Context: an optimization exercise on an open-source flow, tuned for small area, a short achievable clock period and few clock cycles. The choices shown serve that exercise and are no tape-out recipe.
In this exercise RTL edits were held to simulation tests only and were not proved equivalent to the original.
Power and IR drop assume default switching activity.

==> flow/design.v (excerpt) <==
module pec_temp_core (
    input  wire        clk,
    input  wire        rst,       
    input  wire        req,
    input  wire        we,
    input  wire [5:0]  addr,      
    input  wire [1:0]  size,      
    input  wire [3:0]  be,        
    input  wire [31:0] wdata,
    output wire        ready,
    output reg  [31:0] rdata,
    output wire        err
);
    localparam [3:0] CODE_NONE = 4'd0, CODE_OK = 4'd1, CODE_PEC = 4'd2,
                     CODE_LEN = 4'd3, CODE_REG = 4'd4, CODE_CMD = 4'd5;
    reg [7:0]  crc_q;
    reg [7:0]  rx0, rx1, rx2;        
    reg [2:0]  rxcnt;
    reg        fbv;                  
    reg [7:0]  fb1, fb3, fb4, fpec;  
    reg        cv;                   
    reg [15:0] raw_q;                
    reg [63:0] tf64_q;               
    reg        pend;                 
    reg        tver;
    reg [3:0]  code;
    reg [7:0]  lastop;
    wire bus_err = (size != 2'd2) || (addr[1:0] != 2'b00) || (we && (be != 4'hF));
    assign err = bus_err;
    wire rd_f64 = !we && (addr[5:3] == 3'b101);        
    assign ready = !(pend && rd_f64);
    wire acc    = req && !bus_err;                      
    wire cmd_wr = acc && we && (addr[5:2] == 4'h1);
    wire rx_wr  = acc && we && (addr[5:2] == 4'h4);
    wire [7:0]  op  = wdata[7:0];
    wire [7:0]  a8  = wdata[15:8];
    wire [15:0] a16 = wdata[31:16];
    wire a8z  = (a8 == 8'd0);
    wire a16z = (a16 == 16'd0);
    wire op_hi0 = (op[7:4] == 4'd0);
    wire is0 = op_hi0 && (op[3:0] == 4'd0);
    wire is1 = op_hi0 && (op[3:0] == 4'd1);
    wire is2 = op_hi0 && (op[3:0] == 4'd2);
    wire is3 = op_hi0 && (op[3:0] == 4'd3);
  ...
export LEC_CHECK = 0
export ABC_AREA = 1
export CAP_MARGIN = 20
export CORE_MARGIN = 2
export CORE_UTILIZATION = 30
export SETUP_SLACK_MARGIN = 1.0
export SLEW_MARGIN = 20
create_clock -name core_clock -period 36.0 [get_ports {clk}]
run.sh (not shown) runs the stock make flow with config.mk's settings and CLKGATE_MAP_FILE= SYNTH_SCRIPT=/design/flow/synth_recipe.tcl, a recipe that flattens the netlist after the stock synthesis.
Testbench counts at the start, summed over its fixed seeds: cycles 30,014.
Then changed:
--- a/flow/config.mk
+++ b/flow/config.mk
@@ -6,5 +6,4 @@
 export NUM_CORES = 4
 export LEC_CHECK = 0
-export ABC_AREA = 1
 export CAP_MARGIN = 20
 export CORE_MARGIN = 2
Power goes down by 21%.
Count of clock-buffer cells in the layout goes down by 1.
Fmax falls by 6.6%.
Die area rose by 3.5%.
Synthesized area rises by 3.6%.

Another version of the RTL of pec_temp_core (not shown whole).
Size in the first run: ~2200 cells after synthesis, roughly 82 I/O pins, about 0.015 sq mm of cells after synthesis.
## pec_temp_core
module pec_temp_core (
    input  wire        clk,
    input  wire        rst,       
    input  wire        req,
    input  wire        we,
    input  wire [5:0]  addr,      
    input  wire [1:0]  size,      
    input  wire [3:0]  be,        
    input  wire [31:0] wdata,
    output wire        ready,
    output reg  [31:0] rdata,
    output wire        err
);
    localparam [3:0] CODE_NONE = 4'd0, CODE_OK = 4'd1, CODE_PEC = 4'd2,
                     CODE_LEN = 4'd3, CODE_REG = 4'd4, CODE_CMD = 4'd5;
    reg [7:0]  crc_q;
    reg [7:0]  rx0, rx1, rx2;        
    reg [2:0]  rxcnt;
    reg        fbv;                  
    reg [7:0]  fb1, fb3, fb4, fpec;  
    reg        cv;                   
    reg [15:0] raw_q;                
    reg [63:0] tf64_q;               
    reg        pend1, pend2;         
    reg        tver;
    reg [3:0]  code;
    reg [7:0]  lastop;
    wire bus_err = (size != 2'd2) || (addr[1:0] != 2'b00) || (we && (be != 4'hF));
    assign err = bus_err;
    wire rd_f64 = !we && (addr[5:3] == 3'b101);        
    assign ready = !((pend1 || pend2) && rd_f64);
    wire acc    = req && !bus_err;                      
    wire cmd_wr = acc && we && (addr[5:2] == 4'h1);
    wire rx_wr  = acc && we && (addr[5:2] == 4'h4);
    wire [7:0]  op  = wdata[7:0];
    wire [7:0]  a8  = wdata[15:8];
    wire [15:0] a16 = wdata[31:16];
    wire a8z  = (a8 == 8'd0);
    wire a16z = (a16 == 16'd0);
    wire op_hi0 = (op[7:4] == 4'd0);
    wire is0 = op_hi0 && (op[3:0] == 4'd0);
    wire is1 = op_hi0 && (op[3:0] == 4'd1);
    wire is2 = op_hi0 && (op[3:0] == 4'd2);
    wire is3 = op_hi0 && (op[3:0] == 4'd3);
    wire is4 = op_hi0 && (op[3:0] == 4'd4);
    wire is5 = op_hi0 && (op[3:0] == 4'd5);
    wire is6 = op_hi0 && (op[3:0] == 4'd6);
    wire is7 = op_hi0 && (op[3:0] == 4'd7);
    wire is8 = op_hi0 && (op[3:0] == 4'd8);
  ...
clock: 36.0 ns
lec_check: 0
abc_area: 1
cap_margin: 20
core_margin: 2
core_utilization: 50
cts_buf_list: sky130_fd_sc_hd__clkbuf_4 sky130_fd_sc_hd__clkbuf_8
slew_margin: 20
standard.sh (not shown) runs the stock make flow with config.mk's settings and CLKGATE_MAP_FILE= SYNTH_SCRIPT=/design/flow/synth_recipe.tcl, a recipe that flattens the netlist after the stock synthesis.
==> flow/flow/run.sh <==
#!/bin/bash
# Own layout flow: the standard flow (standard.sh, all ORFS steps unchanged) with
#  - the combinational logic optimised and mapped by ABC for area (no full-adder
#    extraction),
#  - every port buffered (as the standard flow does) with buf_2 instead of the
#    default port buffer cell,
#  - repair_timing asked for extra setup slack, so that it sizes up the
#    critical paths (the clock period and constraints are the standard flow's, unchanged).
# Each step's full output goes to a log file in this folder.
set -euo pipefail
work=$PWD
rm -rf "$work/scripts_area"
cp -r "$FLOW_HOME/scripts" "$work/scripts_area"
printf 'strash\n&get -n\n&deepsyn -T 60\n&put\ndch -f\namap -F 5\ntopo\nstime -c\n' > "$work/scripts_area/abc_area.script"
export SCRIPTS_DIR="$work/scripts_area"
export ADDER_MAP_FILE=
export SETUP_SLACK_MARGIN=20.0
export BUFFER_PORTS_ARGS="-buffer_cell sky130_fd_sc_hd__buf_2"
bash standard.sh synth > "$work/log_synth.txt" 2>&1
bash standard.sh floorplan > "$work/log_floorplan.txt" 2>&1
bash standard.sh place > "$work/log_place.txt" 2>&1
bash standard.sh cts > "$work/log_cts.txt" 2>&1
bash standard.sh route > "$work/log_route.txt" 2>&1
bash standard.sh finish > "$work/log_finish.txt" 2>&1
Testbench counts at the start, summed over its fixed seeds: cycles 30,641.
Then changed:
--- a/flow/flow/run.sh
+++ b/flow/flow/run.sh
@@ -1,6 +1,5 @@
 #!/bin/bash
 # Own layout flow: the standard flow (standard.sh, all ORFS steps unchanged) with
-#  - the combinational logic optimised and mapped by ABC for area (no full-adder
-#    extraction),
+#  - the combinational logic mapped by ABC for area (no full-adder extraction),
 #  - every port buffered (as the standard flow does) with buf_2 instead of the
 #    default port buffer cell,
@@ -12,5 +11,5 @@
 rm -rf "$work/scripts_area"
 cp -r "$FLOW_HOME/scripts" "$work/scripts_area"
-printf 'strash\n&get -n\n&deepsyn -T 60\n&put\ndch -f\namap -F 5\ntopo\nstime -c\n' > "$work/scripts_area/abc_area.script"
+printf 'strash\ndch -f\namap\ntopo\nstime -c\n' > "$work/scripts_area/abc_area.script"
 export SCRIPTS_DIR="$work/scripts_area"
 export ADDER_MAP_FILE=
Settings changed: CTS_BUF_LIST sky130_fd_sc_hd__clkbuf_4 sky130_fd_sc_hd__clkbuf_8 to not set.
Effect: Sequential power barely changes; clock-buffer cell count grows by 1; synthesized cell count rose by 12%; flip-flop and latch count stays the same; worst hold slack degrades by 11 ps.
Then changed:
--- a/flow/flow/run.sh
+++ b/flow/flow/run.sh
@@ -11,5 +11,5 @@
 rm -rf "$work/scripts_area"
 cp -r "$FLOW_HOME/scripts" "$work/scripts_area"
-printf 'strash\ndch -f\namap\ntopo\nstime -c\n' > "$work/scripts_area/abc_area.script"
+printf 'strash\ndch -f\nmap -a\ntopo\nstime -c\n' > "$work/scripts_area/abc_area.script"
 export SCRIPTS_DIR="$work/scripts_area"
 export ADDER_MAP_FILE=
Clock skew went up by 13 ps.
Die area went up by 7.0%.
Utilization went down by 0.90 points.
Combinational power went up by 140%.
Cell area went up by 5.1%.
Wire length went up by 9.5%.
Global-route usage went up by 1.3 points.
Power went up by 24%.
Register-to-register slack gains 680 ps.
Via count went up by 3.2%.
Worst hold slack loses 16 ps.

==> separate check: timing with driven ports <==
Ports are ideal in the flow. The routed layouts listed here were re-timed in OpenROAD. Step 1: set_driving_cell puts a clkbuf_16 on clk and a buf_2 on each other input, an assumption about the parent block. Step 2 also shifts input and output timing later by t, the mid clock arrival at the registers, as if the neighbouring blocks saw the same clock. Slacks: ideal / step 1 / step 2; pairs: ideal / step 1.
| run | t, ns | setup slack, ns | worst setup path at the end | latest minus earliest clock arrival (ns) | cell pins on the clock port's net |
|---|---|---|---|---|---|
| the first run of note 1 | 0.487 | 3.939 / 3.939 / 3.939 | register to register | 0.011 / 0.011 | 1 |
| the second run of note 1 | 0.478 | 1.667 / 1.667 / 1.667 | register to register | 0.019 / 0.019 | 1 |
| the first run of note 2 | 0.525 | 19.908 / 19.853 / 19.853 | input to output | 0.018 / 0.018 | 1 |
| the second run of note 2 | 0.491 | 20.022 / 19.950 / 19.950 | input to output | 0.012 / 0.012 | 1 |
| the third run of note 2 | 0.490 | 19.937 / 19.910 / 19.910 | input to output | 0.025 / 0.025 | 1 |
After both steps setup and hold are still met in every run listed. For the second run of note 2, which loses most, drivers alone change the setup slack by -0.072 ns; drivers and shift together by -0.072 ns.
